From an optimization exercise on the open Yosys and OpenROAD flow, aimed at small area, a short achievable clock period and few clock cycles per item; shortcuts taken in it are not production practice.

// plc_blk_codec
module plc_blk_codec (
    input  wire        clk,
    input  wire        rst,
    input  wire        tx_cmd_valid,
    output wire        tx_cmd_ready,
    input  wire [15:0] tx_cmd_ssn,
    input  wire [8:0]  tx_cmd_boff,
    input  wire        tx_cmd_bflag,
    input  wire        tx_cmd_long,
    input  wire        tx_in_valid,
    output wire        tx_in_ready,
    input  wire [31:0] tx_in_data,
    output wire        tx_out_valid,
    input  wire        tx_out_ready,
    output wire [31:0] tx_out_data,
    output wire        tx_out_last,
    input  wire        rx_in_valid,
    output wire        rx_in_ready,
    input  wire [31:0] rx_in_data,
    input  wire        rx_in_long,
    output wire        rx_res_valid,
    input  wire        rx_res_ready,
    output wire        rx_res_ok,
    output wire        rx_res_fmterr,
    output wire [31:0] rx_res_hdr
);
For scale: about 170 I/O pins, ~0.013 mm^2 of cells after synthesis.
==> module plc_blk_tx, before the edit <==
module plc_blk_tx (
    input  wire        clk,
    input  wire        rst,
    input  wire        cmd_valid,
    output wire        cmd_ready,
    input  wire [15:0] cmd_ssn,
    input  wire [8:0]  cmd_boff,
    input  wire        cmd_bflag,
    input  wire        cmd_long,
    input  wire        in_valid,
    output wire        in_ready,
    input  wire [31:0] in_data,
    output reg         out_valid,
    input  wire        out_ready,
    output reg  [31:0] out_data,
    output reg         out_last
);
    localparam P_CMD  = 2'd0;   
    localparam P_BODY = 2'd1;   
    localparam P_TAIL = 2'd2;   
    reg [1:0]  phase;
    reg [6:0]  cnt;         
    reg [31:0] x;           
    reg [31:0] s_data;      
    reg        s_valid;
    reg        cmd_rdy;
    reg        in_rdy;
    wire [31:0] mx;
    plc_crc32_word u_crc (.x(x), .y(mx));
    wire [31:0] hdr = {3'b000, 1'b0, cmd_bflag, 1'b0, 1'b1,
                       (cmd_bflag ? cmd_boff : 9'd0), cmd_ssn};
    assign cmd_ready = cmd_rdy;
    assign in_ready  = in_rdy;
    wire cmd_fire = cmd_valid && cmd_rdy;
    wire in_fire  = in_valid && in_rdy;
    wire acc      = cmd_fire || in_fire;
    wire [31:0] acc_word = in_rdy ? in_data : hdr;
    wire r_free = !out_valid || out_ready;
    wire tail_go = (phase == P_TAIL) && !s_valid && r_free;
    reg  [1:0] phase_n;
    reg        s_valid_n;
    always @* begin
        phase_n = phase;
        if (cmd_fire)
            phase_n = P_BODY;
        else if (in_fire && cnt == 7'd0)
            phase_n = P_TAIL;
        else if (tail_go)
            phase_n = P_CMD;
        s_valid_n = s_valid ? !r_free : (acc && !r_free);
    end
    always @(posedge clk) begin
        if (rst) begin
            phase     <= P_CMD;
            cnt       <= 7'd0;
            s_valid   <= 1'b0;
            cmd_rdy   <= 1'b1;
            in_rdy    <= 1'b0;
            out_valid <= 1'b0;
            out_last  <= 1'b0;
        end else begin
            phase   <= phase_n;
            s_valid <= s_valid_n;
            cmd_rdy <= (phase_n == P_CMD) && !s_valid_n;
            in_rdy  <= (phase_n == P_BODY) && !s_valid_n;
            if (cmd_fire)
                cnt <= cmd_long ? 7'd127 : 7'd31;
            else if (in_fire)
                cnt <= cnt - 7'd1;
            if (r_free) begin
                out_valid <= s_valid || acc || (phase == P_TAIL);
                out_last  <= !s_valid && !acc && (phase == P_TAIL);
            end
        end
    end
    always @(posedge clk) begin
        if (acc)
            x <= (in_rdy ? mx : 32'hFFFFFFFF) ^ acc_word;
        if (acc && !r_free)
            s_data <= acc_word;
        if (r_free)
            out_data <= s_valid ? s_data : (acc ? acc_word : ~mx);
    end
endmodule
==> flow/config.mk <==
export PLATFORM = sky130hd
export DESIGN_NAME = plc_blk_codec
export DESIGN_NICKNAME = plc_blk_codec
export VERILOG_FILES = /design/flow/design.v
export SDC_FILE = /design/flow/constraint.sdc
export NUM_CORES = 4
export LEC_CHECK = 0
export CAP_MARGIN = 20
export CORE_MARGIN = 2
export CORE_UTILIZATION = 40
export PLACE_DENSITY = 0.6
export SETUP_SLACK_MARGIN = 2.6
export SLEW_MARGIN = 20
export DONT_USE_CELLS = sky130_fd_sc_hd__xor3_1 sky130_fd_sc_hd__xor3_2 sky130_fd_sc_hd__xor3_4 sky130_fd_sc_hd__xnor3_1 sky130_fd_sc_hd__xnor3_2 sky130_fd_sc_hd__xnor3_4
==> flow/constraint.sdc <==
create_clock -name core_clock -period 5.0 [get_ports {clk}]
set_input_delay 1.0000 -clock core_clock [delete_from_list [all_inputs] [get_ports {clk}]]
set_output_delay 1.0000 -clock core_clock [all_outputs]
set_load 0.01 [all_outputs]
standard.sh (not shown) runs the stock make flow with config.mk's settings and CLKGATE_MAP_FILE= SYNTH_SCRIPT=/design/flow/synth_recipe.tcl, a recipe that flattens the netlist after the stock synthesis.
==> flow/flow/run.sh <==
#!/bin/bash
# Standard ORFS layout with a few extra ORFS settings passed to make.
set -euo pipefail
# keep three-input XOR cells out of the mapping: two-input XORs are smaller
# and faster for the CRC networks
echo 'export DONT_USE_CELLS = sky130_fd_sc_hd__xor3_1 sky130_fd_sc_hd__xor3_2 sky130_fd_sc_hd__xor3_4 sky130_fd_sc_hd__xnor3_1 sky130_fd_sc_hd__xnor3_2 sky130_fd_sc_hd__xnor3_4' >> config.mk
bash standard.sh BUFFER_PORTS_ARGS=-buffer_cell\ sky130_fd_sc_hd__buf_2 finish > standard.log 2>&1
Change:
--- a/flow/design.v
+++ b/flow/design.v
@@ -266,65 +266,47 @@
     reg [1:0]  phase;
     reg [6:0]  cnt;         
     reg [31:0] x;           
-    reg [31:0] s_data;      
-    reg        s_valid;
-    reg        cmd_rdy;
-    reg        in_rdy;
     wire [31:0] mx;
     plc_crc32_word u_crc (.x(x), .y(mx));
     wire [31:0] hdr = {3'b000, 1'b0, cmd_bflag, 1'b0, 1'b1,
                        (cmd_bflag ? cmd_boff : 9'd0), cmd_ssn};
-    assign cmd_ready = cmd_rdy;
-    assign in_ready  = in_rdy;
-    wire cmd_fire = cmd_valid && cmd_rdy;
-    wire in_fire  = in_valid && in_rdy;
-    wire acc      = cmd_fire || in_fire;
-    wire [31:0] acc_word = in_rdy ? in_data : hdr;
     wire r_free = !out_valid || out_ready;
-    wire tail_go = (phase == P_TAIL) && !s_valid && r_free;
-    reg  [1:0] phase_n;
-    reg        s_valid_n;
-    always @* begin
-        phase_n = phase;
-        if (cmd_fire)
-            phase_n = P_BODY;
-        else if (in_fire && cnt == 7'd0)
-            phase_n = P_TAIL;
-        else if (tail_go)
-            phase_n = P_CMD;
-        s_valid_n = s_valid ? !r_free : (acc && !r_free);
-    end
+    assign cmd_ready = (phase == P_CMD) && r_free;
+    assign in_ready  = (phase == P_BODY) && r_free;
+    wire cmd_fire = cmd_valid && cmd_ready;
+    wire in_fire  = in_valid && in_ready;
+    wire acc      = cmd_fire || in_fire;
+    wire body     = (phase == P_BODY);
+    wire tail     = (phase == P_TAIL);
+    wire [31:0] acc_word = body ? in_data : hdr;
     always @(posedge clk) begin
         if (rst) begin
             phase     <= P_CMD;
             cnt       <= 7'd0;
-            s_valid   <= 1'b0;
-            cmd_rdy   <= 1'b1;
-            in_rdy    <= 1'b0;
             out_valid <= 1'b0;
             out_last  <= 1'b0;
         end else begin
-            phase   <= phase_n;
-            s_valid <= s_valid_n;
-            cmd_rdy <= (phase_n == P_CMD) && !s_valid_n;
-            in_rdy  <= (phase_n == P_BODY) && !s_valid_n;
-            if (cmd_fire)
-                cnt <= cmd_long ? 7'd127 : 7'd31;
-            else if (in_fire)
+            if (cmd_fire) begin
+                phase <= P_BODY;
+                cnt   <= cmd_long ? 7'd127 : 7'd31;
+            end else if (in_fire) begin
+                if (cnt == 7'd0)
+                    phase <= P_TAIL;
                 cnt <= cnt - 7'd1;
+            end else if (tail && r_free) begin
+                phase <= P_CMD;
+            end
             if (r_free) begin
-                out_valid <= s_valid || acc || (phase == P_TAIL);
-                out_last  <= !s_valid && !acc && (phase == P_TAIL);
+                out_valid <= acc || tail;
+                out_last  <= tail;
             end
         end
     end
     always @(posedge clk) begin
         if (acc)
-            x <= (in_rdy ? mx : 32'hFFFFFFFF) ^ acc_word;
-        if (acc && !r_free)
-            s_data <= acc_word;
+            x <= (body ? mx : 32'hFFFFFFFF) ^ acc_word;
         if (r_free)
-            out_data <= s_valid ? s_data : (acc ? acc_word : ~mx);
+            out_data <= tail ? ~mx : acc_word;
     end
 endmodule
 module plc_blk_rx (
The new run went through all stages and came out clean.
Worst setup slack loses 0.086 ns.
Routed wire length goes up by 0.56%.
Die area goes down by 11%.
Hold slack loses 0.0080 ns.
Final area goes down by 7.4%.
Synthesized cell count goes down by 5.4%.
Non-clock buffer count goes up by 19.
Utilization goes up by 2.3 points.
Count of clock-buffer cells in the layout goes up by 1.
Via count goes down by 4.1%.
Cell count goes down by 6.1%.
Synthesized area goes down by 11%.
Critical path depth goes down by 2.
Fmax goes down by 3.5%.
No run of this note included a check of the RTL's function; only the layout flow was run.

re-timing with driven ports:
Ports are ideal in the flow. The routed layouts listed here were re-timed in OpenROAD. Step 1: set_driving_cell puts a clkbuf_16 on clk and a buf_2 on each other input, an assumption about the parent block. Step 2 also shifts input and output timing later by t, the mid clock arrival at the registers, as if the neighbouring blocks saw the same clock. a / b / c = no drivers / after step 1 / after step 2; a / b = the first two.
run | t, ns | setup slack, ns | hold slack, ns | latest minus earliest clock arrival (ns) | pins driven straight from the clock port
the first run | 0.499 | 2.638 / 2.638 / 2.318 | 0.476 / 0.476 / 0.476 | 0.013 / 0.013 | 1
the second run | 0.473 | 2.551 / 2.521 / 2.276 | 0.468 / 0.468 / 0.468 | 0.015 / 0.015 | 1
After both steps every run listed still meets setup and hold. The setup slack of the first run, which loses most, moves by 0.000 ns with the drivers and by -0.320 ns with both steps.
